This is an optimization exercise on Yosys and OpenROAD, whose aim is small area, not a production implementation. Only simulation tests tie the RTL to the original design; equivalence was not proved. Power is estimated from default activity; no workload was simulated.

**flow/flow/run.sh**
```bash
#!/bin/bash
# The standard layout (standard.sh), with these changes to how it is built:
#  - synthesis maps the logic with an area-only ABC script (flow/abc_area.script: amap,
#    no buffering or sizing for speed) and without the full-adder cells;
#    registers are mapped exactly as in the standard synthesis;
#  - the port buffers are the smallest buffer cell (buffer_ports -buffer_cell);
#  - the clock tree uses small clock buffers in small sink clusters and no
#    dummy loads.
# Everything standard.sh prints goes to standard.log in the work folder; ORFS
# keeps each tool's own log under orfs/logs/.
set -euo pipefail
cd "$(dirname "$0")/.."
rm -rf scripts_area
cp -r "$FLOW_HOME/scripts" scripts_area
cp flow/abc_area.script scripts_area/abc_area.script
export SCRIPTS_DIR="$PWD/scripts_area"
export BUFFER_PORTS_ARGS="-buffer_cell sky130_fd_sc_hd__buf_1"
export CTS_ARGS="-sink_clustering_enable -repair_clock_nets -dont_use_dummy_load -root_buf sky130_fd_sc_hd__clkbuf_8 -sink_clustering_buffer sky130_fd_sc_hd__clkbuf_4 -sink_clustering_size 11 -sink_clustering_max_diameter 45 -buf_list {sky130_fd_sc_hd__clkbuf_4 sky130_fd_sc_hd__clkbuf_8}"
bash standard.sh ADDER_MAP_FILE= finish > standard.log 2>&1
```
**flow/constraint.sdc**
```tcl
create_clock -name core_clock -period 40.0 [get_ports {clk}]
set_input_delay 8.0000 -clock core_clock [delete_from_list [all_inputs] [get_ports {clk}]]
set_output_delay 8.0000 -clock core_clock [all_outputs]
set_load 0.01 [all_outputs]
```
**flow/flow/abc_area.script**
```
strash
dch -f
amap
topo
```
**flow/standard.sh**
```bash
#!/bin/bash
# synth_recipe.tcl (not shown) runs the flow's synth.tcl, then flattens the netlist and writes it again
# the make line also repeats each setting of config.mk as NAME=value (left out here)
make -C /OpenROAD-flow-scripts/flow DESIGN_CONFIG=/design/flow/config.mk WORK_HOME=/design/flow/orfs CLKGATE_MAP_FILE= SYNTH_SCRIPT=/design/flow/synth_recipe.tcl "${@:-finish}"
```
**flow/design.v**
```verilog
module rcsw_rx (
    input  wire        clk,
    input  wire        rst,           
    input  wire [7:0]  rxtol,         
    input  wire        edge_valid,
    input  wire [31:0] edge_t,        
    output wire        edge_ready,
    input  wire        clear,         
    output reg         avail,
    output wire [31:0] res_value,
    output wire [7:0]  res_bitlen,
    output wire [31:0] res_delay
);
    localparam [2:0] P_CLR = 3'd0, P_IDLE = 3'd1, P_R1 = 3'd2, P_R2 = 3'd3, P_R6 = 3'd7;
    reg  [3:0]  cnt;
    reg  [2:0]  ph;
    reg  [31:0] E;       
    reg  [31:0] LT;      
    reg  [31:0] CODE;    
    reg  [31:0] RV;      
    reg  [15:0] PER;     
    reg  [15:0] TOL;     
    reg  [15:0] RD;      
    reg         BLN;
    reg  [3:0]  BL;
    reg         z;
    reg         o;
    reg  [5:0]  k;
    reg         rpt0;    
    reg         prevL;   
    reg         prevM;   
    reg         fvalid;  
    reg         f1, f3;  
    reg         fsr, cmr, insr;
    wire r1 = (ph == P_R1);
    wire r2 = (ph == P_R2);
    wire rf = (ph >= P_R2);      
    wire r6 = (ph == P_R6);
    wire c0 = (cnt == 4'd0);
    wire c15 = (cnt == 4'd15);
    wire clr = rst || (ph == P_CLR);
    wire fs_c;
    assign edge_ready = c15 && ((ph == P_IDLE) || (r1 && !fs_c) || r6);
    wire take = edge_ready && edge_valid;
    wire [2:0] rr = ph - P_R2;
    wire [6:0] a = {rr, cnt};
    reg  [11:0] SH;
    reg  [1:0]  SX;
    wire bor = SH[0];
    wire bin = c0 ? 1'b0 : bor;
    wire d0  = E[0] ^ LT[0] ^ bin;
    wire bm  = (~E[0] & LT[0]) | (~(E[0] ^ LT[0]) & bin);
    wire d1  = E[1] ^ LT[1] ^ bm;
    wire bout = (~E[1] & LT[1]) | (~(E[1] ^ LT[1]) & bm);
    localparam [31:0] K_L = 32'd100000;
    localparam [31:0] K_5 = 32'd5001;
    localparam [31:0] K_B = 32'd393216;
    wire gL = SH[1], g5 = SH[2], gB = SH[3];
    wire [1:0] kL = K_L[2*cnt +: 2];
    wire [1:0] k5 = K_5[2*cnt +: 2];
    wire [1:0] kB = K_B[2*cnt +: 2];
    wire gL_n = (d1 != kL[1]) ? d1 : (d0 != kL[0]) ? d0 : (c0 ? 1'b1 : gL);
    wire g5_n = (d1 != k5[1]) ? d1 : (d0 != k5[0]) ? d0 : (c0 ? 1'b1 : g5);
    wire gB_n = (d1 != kB[1]) ? d1 : (d0 != kB[0]) ? d0 : (c0 ? 1'b1 : gB);
    wire p0  = cnt[3] ? 1'b0 : PER[4];    
    wire pm  = cnt[3] ? 1'b0 : PER[3];    
    wire pmm = cnt[3] ? 1'b0 : PER[2];    
    wire h0  = cnt[3] ? 1'b0 : TOL[10];   
    wire h1  = cnt[3] ? 1'b0 : TOL[11];   
    wire cs = SH[4], cg = SH[5];
    wire cs_i = c0 ? 1'b0 : cs;
    wire cg_i = c0 ? 1'b0 : cg;
    wire [2:0] sw = {1'b0, d1, d0} + {1'b0, h1, h0} + cs_i;
    wire [1:0] s  = sw[1:0];
    wire [2:0] gw = {1'b0, h1, h0} + {1'b0, p0, pm} + cg_i;
    wire [1:0] g  = gw[1:0];
    wire nL1 = SH[8], nU1 = SH[9], nL3 = SH[10], nU3 = SH[11];
    function ge2;    
        input [1:0] x;
        input [1:0] y;
        input       prev;
        begin
            ge2 = (x[1] != y[1]) ? x[1] : (x[0] != y[0]) ? x[0] : prev;
        end
    endfunction
    wire nL1_n = ge2(s,        {p0, pm},  c0 ? 1'b1 : nL1);
    wire nU1_n = ge2({h1, h0}, {d1, d0},  c0 ? 1'b1 : nU1);
    wire nL3_n = ge2(s,        {pm, pmm}, c0 ? 1'b1 : nL3);
    wire nU3_n = ge2(g,        {d1, d0},  c0 ? 1'b1 : nU3);
    wire upd   = r1 && c15;
    wire sync  = (gL_n && prevL) || (g5_n && prevM);
    wire noise = !sync && g5_n;
    wire ordi  = !g5_n;
    wire full  = !z && !o && (k == 6'd33);
    wire n1    = nL1_n && nU1_n;
    wire n3    = nL3_n && nU3_n;
    wire b0    = f1 && n3;
    wire b1    = f3 && n1;
    assign fs_c = sync || noise || (ordi && z);
    wire cm_c  = sync && rpt0 && !z && o && (k >= 6'd24) && fvalid;
    wire ins_c = ordi && !z && o;
    wire [2:0] cy = SH[2:0];
    wire [2:0] cy_i = (r2 && c0) ? 3'd0 : cy;
    wire e0  = r2 ? E[0] : 1'b0;
    wire e1  = r2 ? E[1] : 1'b0;
    wire e17 = (r2 && c0) ? 1'b0 : E[17];
    wire e18 = (r2 && c0) ? 1'b0 : E[18];
    wire [4:0] ysum = e0 + E[27] + E[22] + e17 + (a == 7'd7) + cy_i +
                      ((e1 + E[28] + E[23] + e18) << 1);
    wire [1:0] y = ysum[1:0];
    wire perw = (a >= 7'd10) && (a <= 7'd17);
    wire [6:0] am = a - 7'd10;
    wire [1:0] pk = am[5:4];
    wire [3:0] pcn = am[3:0];
    wire pact = (a >= 7'd10) && (a <= 7'd73);
    reg  [2:0] pt;    
    always @(*) begin
        case (pk)
        2'd0:    pt = {y, PER[15]};
        2'd1:    pt = {PER[15:14], PER[13]};
        2'd2:    pt = {PER[13:12], PER[11]};
        default: pt = {PER[11:10], PER[9]};
        endcase
    end
    wire pval = ({2'b00, pcn} >= {3'b000, pk}) && ({2'b00, pcn} <= {3'b000, pk} + 5'd7);
    wire [2:0] pp = pval ? pt : 3'b000;
    wire [1:0] rk = rxtol[2 * pk +: 2];
    wire [1:0] acc = (pk == 2'd0) ? 2'b00 : CODE[1:0];
    wire [1:0] cp_i = (pcn == 4'd0) ? 2'd0 : SX[1:0];
    wire [3:0] psum = acc[0] + (rk[0] & pp[1]) + (rk[1] & pp[0]) + cp_i +
                      ((acc[1] + (rk[0] & pp[2]) + (rk[1] & pp[1])) << 1);
    wire [1:0] pd = psum[1:0];
    wire [1:0] qd = (a >= 7'd64 && a <= 7'd73) ? CODE[23:22] : 2'b00;
    wire [1:0] nq = (a <= 7'd68) ? ~pd : 2'b11;
    wire [1:0] cv = SH[4:3];
    wire [1:0] cv_i = (a == 7'd59) ? 2'd0 : cv;
    wire [3:0] vsum = qd[0] + nq[0] + (a == 7'd64) + cv_i + ((qd[1] + nq[1]) << 1);
    wire vwin = (a >= 7'd59) && (a <= 7'd76);
    wire [1:0] v = vwin ? vsum[1:0] : 2'b00;
    wire [4:0] VH = {SH[7], SH[11:8]};
    wire [1:0] cw = SH[6:5];
    wire [1:0] cw_i = (a == 7'd59) ? 2'd0 : cw;
    wire [3:0] wsum = v[0] + VH[2] + VH[4] + cw_i + ((v[1] + VH[1] + VH[3]) << 1);
    wire [1:0] w = wsum[1:0];
    wire tolw = (a >= 7'd69) && (a <= 7'd76);
    wire hc_i = (a == 7'd69) ? 1'b0 : SH[0];
    wire [2:0] hsum = {1'b0, w} + {1'b0, PER[11:10]} + hc_i;
    reg  dly;
    wire [1:0] E_in  = r1 ? {d1, d0} : E[1:0];
    wire [1:0] LT_in = clr ? 2'b00 : (r1 ? E[1:0] : LT[1:0]);
    wire first = (k == 6'd1);
    reg  [1:0] CODE_in;
    always @(*) begin
        if (insr)
            CODE_in = c0 ? {CODE[0] && !first, !(f1 && nL3 && nU3)}
                         : (first ? 2'b00 : {CODE[0], dly});
        else if (rf && fsr && pact)
            CODE_in = pd;
        else
            CODE_in = CODE[1:0];
    end
    wire [1:0] RV_in  = clr ? 2'b00 : ((r2 && cmr) ? CODE[1:0] : RV[1:0]);
    wire perz = (a >= 7'd2) && (a <= 7'd9);
    wire [1:0] PER_in = (rf && fsr && perw) ? y :
                        ((r2 && fsr && perz) ? 2'b00 : PER[1:0]);
    wire [1:0] RD_in  = clr ? 2'b00 : ((r2 && cmr && perz) ? PER[1:0] : RD[1:0]);
    wire [1:0] TOL_in = (rf && fsr && tolw) ? hsum[1:0] : TOL[1:0];
    always @(posedge clk) begin
        if (take)
            E <= edge_t;
        else
            E <= {E_in, E[31:2]};
        LT   <= {LT_in, LT[31:2]};
        CODE <= {CODE_in, CODE[31:2]};
        RV   <= {RV_in, RV[31:2]};
        PER  <= {PER_in, PER[15:2]};
        TOL  <= {TOL_in, TOL[15:2]};
        RD   <= {RD_in, RD[15:2]};
        dly  <= CODE[1];
        if (r1)
            SH <= {nU3_n, nL3_n, nU1_n, nL1_n,
                   2'b00, gw[2], sw[2],
                   gB_n, g5_n, gL_n, bout};
        else
            SH <= {VH[1:0], v[0], v[1], VH[2], wsum[3:2], vsum[3:2], ysum[4:3],
                   (a >= 7'd18) ? hsum[2] : ysum[2]};
        SX <= psum[3:2];
    end
    always @(posedge clk) begin
        if (rst) begin
            cnt   <= 4'd0;
            ph    <= P_CLR;
            z     <= 1'b1;
            rpt0  <= 1'b1;
            prevL <= 1'b0;
            prevM <= 1'b0;
            avail <= 1'b0;
            BLN   <= 1'b0;
            BL    <= 4'd0;
            fsr   <= 1'b0;
            cmr   <= 1'b0;
            insr  <= 1'b0;
        end else begin
            cnt <= cnt + 4'd1;
            case (ph)
            P_CLR:  if (c15) ph <= P_IDLE;
            P_IDLE: if (take) ph <= P_R1;
            P_R1:   if (c15) ph <= fs_c ? P_R2 : (take ? P_R1 : P_IDLE);
            P_R6:   if (c15) ph <= take ? P_R1 : P_IDLE;
            default: if (c15) ph <= ph + 3'd1;      
            endcase
            if (clear)
                avail <= 1'b0;
            if (c15)
                insr <= upd && ins_c;
            if (upd) begin
                fsr    <= fs_c;
                cmr    <= cm_c;
                if (cm_c) begin
                    avail <= 1'b1;
                    BLN   <= 1'b1;
                    BL    <= {k[5], k[2:0]};
                end
                if (sync || noise) begin
                    rpt0   <= sync ? 1'b0 : 1'b1;
                    prevL  <= gL_n;
                    prevM  <= g5_n && !gL_n;
                    fvalid <= !gB_n;
                    z      <= 1'b0;
                    k      <= 6'd0;
                    o      <= 1'b0;
                end else if (full) begin
                    rpt0 <= 1'b1;
                    z    <= 1'b1;
                end else if (z) begin
                    prevL  <= 1'b0;
                    prevM  <= 1'b0;
                    fvalid <= 1'b1;
                    z      <= 1'b0;
                    k      <= 6'd0;
                    o      <= 1'b0;
                end else begin
                    if (!o) begin
                        f1 <= n1;
                        f3 <= n3;
                    end else begin
                        fvalid <= fvalid && (b0 || b1);
                        k      <= k + 6'd1;
                    end
                    o <= !o;
                end
            end
        end
    end
    genvar gk;
    generate
        for (gk = 0; gk < 32; gk = gk + 1) begin : g_rv
            assign res_value[gk] = RV[(gk + 2) % 32];
        end
        for (gk = 0; gk < 16; gk = gk + 1) begin : g_rd
            assign res_delay[gk] = RD[(gk + 6) % 16];
        end
    endgenerate
    assign res_delay[31:16] = 16'd0;
    assign res_bitlen = {2'b00, BL[3], BLN && !BL[3], BLN && !BL[3], BL[2:0]};
endmodule
```
**flow/config.mk**
```make
export PLATFORM = sky130hd
export DESIGN_NAME = rcsw_rx
export DESIGN_NICKNAME = rcsw_rx
export VERILOG_FILES = /design/flow/design.v
export SDC_FILE = /design/flow/constraint.sdc
export NUM_CORES = 4
export LEC_CHECK = 0
export ABC_AREA = 1
export CAP_MARGIN = 20
export CORE_MARGIN = 2
export CORE_UTILIZATION = 40
export SLEW_MARGIN = 20
```
==> metrics.yaml <==
sta:
  setup_slack_ps: 26790
  worst_slew_pin_slew_ps: 874
  finalSetupViolations: 0
  clock_skew_ps: 67.8
  slew_headroom_pct: 41.0
  min_period_over_period_pct: 33.0
  final.min_clock_period_ps: 13210
  slew_violations: 0
  timing.final.hold_violations: 0
  maxClockFrequency_ghz: 0.0757
  grt_setup_unrepaired: "false"
  tns_ps: 0
  whs_ps: 318
power:
  combinationalPowerShare_pct: 7.5
  p_leak_nw: 3.00
  p_sw_share_pct: 23.9
  power.total_uw: 351
  worst_ir_drop_vdd_mv: 0.0233
  cellPowerDensity_mw_per_mm2: 42.7
  power.clock.fraction_pct: 28.6
  power.sequential.fraction_pct: 63.9
  internal_power_uw: 267
  netSwitchingPower_uw: 84.0
grt:
  grt_pass1_wl_um: 26100
  initial_antenna_violation_count: 0
  grt_overflow: 0
  grt_start_max_net_pins: 40
  total_routing_usage_gr_pct: 16.3
  grt_pass1_vias: 5203
final_layout:
  layout.nets: 951
  area_delta_synth_final_pct: 11.1
  final.fill_count: 1749
  num_antenna_cells: 0
  drive_gt1_share_pct: 3.31
  finish.utilization_pct: 45.5
routing:
  route.detailed.drc: 0
  post_drt_wl_per_cell_um: 14.0
  antenna_violating_nets_post_route: 0
  detailedRoute.firstPassIterationCount: 26
  total_via_count_in_the_routed_design: 5671
  total_detailed_routing_wirelength_um: 15900
  via_per_inst: 5.00
  drt-initial-drc-count: 279
run_status:
  run_status: "finished clean"
critical_path:
  worstSetupPathType: "reg2out"
  critPathArrivalTime_ps: 5210
  worstSetupEndpointType: "output pin"
  reg2reg_depth: 47
  worst-path-max-fanout: 9
  critPathLaunchType: "flop"
  cp.required_ps: 32000
placed_design:
  pre_cts_ws_ps: 26980
  place.gp.congestion: 0.911
  detailedPlacementHpwl_um: 11800
  portBuffers: 99
logic_synthesis:
  synth-seq-area-share_pct: 61.1
  post_synth_inst_count: 778
  synthesis.area_mm2: 0.00740
  synth_top_cell_by_area: "sky130_fd_sc_hd__dfxtp_1"
  synth_top_area_share_pct: 57.1
  synth-seq-cells: 221
  synth.avg_cell_area_um2: 9.51
  synth_area_leaders: "sky130_fd_sc_hd__dfxtp_1 57%, sky130_fd_sc_hd__nor2_1 6.2%, sky130_fd_sc_hd__o21ai_0 4.3%, sky130_fd_sc_hd__edfxtp_1 4.1%, sky130_fd_sc_hd__o22a_1 3.8%"
  synth_cell_types: 38
  synth_warnings: 1
worst_hold_path:
  timing.hold.worst_path_depth: 0
  min_path_type: "reg2reg"
cts:
  numClockSinks: 221
  clock_tree_from_tritoncts: "built"
  clkLatencyLatePin_ps: 530
  cts_root_buf: "sky130_fd_sc_hd__clkbuf_8"
  postCtsResizedCells: 0
  cts_hold_repair.buffers: 0
  clock_tree.htree_level_count: 1
  cts_buffer_count: 27
  clock_path_buffers: 3
  clock_slew_at_reported_path_ffs_ps: 120
  post_cts_repair_timing_setup_buffer_count: 0
die:
  row_cnt: 49
  core_region_area_mm2: 0.0181
  die_area_mm2: 0.0196
  initial_core_util_pct: 40.9
  pin_count: 118
  die_width_um: 140
  die_height_um: 140
job:
  timing.max_cap.violations: 0
[flip-flops by register name (all words and copies together), names as in the netlist, 3 cells and up]
signal and flops:
BL 4, CODE 32, E 32, LT 32, PER 16, RD 16
RV 32, SH 12, TOL 16, cnt 4, k 6, ph 3
[power groups by stage]
| stage | clock network (mW) | logic, mW | registers [mW] |
|---|---|---|---|
| after floorplan | 0 | 0.0204 | 0.229 |
| after global placement | 0 | 0.0257 | 0.230 |
| final | 0.100 | 0.0263 | 0.225 |
| after CTS | 0.105 | 0.0260 | 0.225 |
| after global routing | 0.113 | 0.0299 | 0.225 |
| after detailed placement | 0 | 0.0258 | 0.230 |
[synth_stat cells, drive strengths merged]
| cell | count |
|---|---|
| nand2 | 71 |
| nor2 | 122 |
| nor4b | 1 |
| dfxtp | 211 |
| a221oi | 4 |
| o21bai | 1 |
| o21a | 14 |
| o21ai | 64 |
| a32o | 2 |
| o221a | 6 |
| nor4 | 3 |
| a22oi | 9 |
| nand2b | 2 |
| a2111o | 1 |
| or2 | 3 |
| a21oi | 53 |
| a211oi | 4 |
| a221o | 1 |
| a31oi | 8 |
| a31o | 1 |
| o221ai | 1 |
| a2111oi | 3 |
| nor2b | 13 |
| edfxtp | 10 |
| clkinv | 72 |
| o22a | 32 |
| o311ai | 2 |
| or3 | 1 |
| nor3 | 17 |
| conb | 1 |
| o22ai | 12 |
| buf | 19 |
| a211o | 1 |
| and3 | 2 |
| o32ai | 4 |
| a32oi | 1 |
| and2 | 2 |
| nand3 | 4 |
[critical path, stage by stage (launching register included)]
cell                       delay, ps
sky130_fd_sc_hd__dfxtp_1         400
sky130_fd_sc_hd__nor2_1          230
sky130_fd_sc_hd__clkinv_1        180
sky130_fd_sc_hd__nor2_1          500
sky130_fd_sc_hd__clkinv_1        420
sky130_fd_sc_hd__nand2_1         220
sky130_fd_sc_hd__nor2_1           60
sky130_fd_sc_hd__a21oi_1         520
sky130_fd_sc_hd__nor2_1          110
sky130_fd_sc_hd__nor4_1          210
sky130_fd_sc_hd__a221oi_1         80
sky130_fd_sc_hd__nor2_1          230
sky130_fd_sc_hd__clkinv_1        150
sky130_fd_sc_hd__a22oi_1         260
sky130_fd_sc_hd__clkinv_1        130
sky130_fd_sc_hd__nor2_1          190
sky130_fd_sc_hd__clkinv_1        110
sky130_fd_sc_hd__nor2_1          170
sky130_fd_sc_hd__nand2_1          70
sky130_fd_sc_hd__a31oi_1         250
sky130_fd_sc_hd__buf_1           180
[cells by family after synthesis]
group	Yosys count	synth area share (%)
compound gates	224	19.7
buf+inv	91	5.58
flops	221	61.1
other cells	1	0.0507
simple gates	241	13.5
[stage by stage]
step                      area (um^2)  cells
after global routing             8220   1134
after global placement           8000   1107
after detailed placement         8000   1107
after CTS                        8220   1134
final                            8220   1134
after floorplan                  7460    795
[per-layer routing]
layer | vias up | global-route usage, % | wire length (um)
li1 | 2925 | - | -
met1 | 2494 | 23.4 | 7840
met2 | 224 | 25.1 | 6640
met3 | 28 | 3.11 | 1050
met4 | 0 | 4.63 | 325
met5 | - | 0 | 0
[final cells by class]
type                            instances  area (um^2)  area share [%]
Inverter                               72          270            3.29
Clock buffer                           27          221            2.69
Multi-Input combinational cell        483         2530            30.7
Sequential cell                       221         4520            55.0
Tap cell                              229          287            3.48
Timing Repair Buffer                  102          394            4.79
[final timing paths]
path | slack [ps] | start | end
setup / recovery | 26790 | cnt[0] | edge_ready
setup reg to reg | 31360 | cnt[0] | SH[0]
hold / removal | 320 | CODE[27] | CODE[25]
hold reg to reg | 320 | CODE[27] | CODE[25]
[cells in the final DEF, fill, tap and decap left out, drive strengths merged, types with 6 or more instances in the layout]
| cell type | count |
|---|---|
| o22ai | 12 |
| dfxtp | 211 |
| edfxtp | 10 |
| o21ai | 64 |
| conb | 18 |
| nor2b | 13 |
| o221a | 6 |
| a31oi | 8 |
| nor2 | 122 |
| buf | 102 |
| clkbuf | 27 |
| nor3 | 17 |
| o22a | 32 |
| a21oi | 53 |
| a22oi | 9 |
| nand2 | 71 |
| clkinv | 72 |
| o21a | 14 |

-- what the ideal ports hide --
How much do the figures lean on ideal ports? The routed layout below was timed once more, with nothing changed but the port constraints.
Step 1 sets driving cells, clkbuf_16 on the clock port and buf_2 on the other inputs (assumed; they add their load-dependent delay and slew).
Step 2 moves the port delays by t, midway between the first and last clock arrival at a register: inputs arrive t later, outputs are due t later. That takes back most of the time a late clock gives input paths.
a / b / c = no drivers / after step 1 / after step 2; a / b = the first two.
t (ns): 0.540
setup WS [ns]: 26.788 / 26.749 / 26.897
hold WS [ns]: 0.318 / 0.318 / 0.318
latest minus earliest clock arrival (ns): 0.068 / 0.067
pins driven straight from the clock port: 1
After both steps setup and hold are still met in this run. The setup slack of this run moves by -0.039 ns with the drivers and by +0.109 ns with both steps.
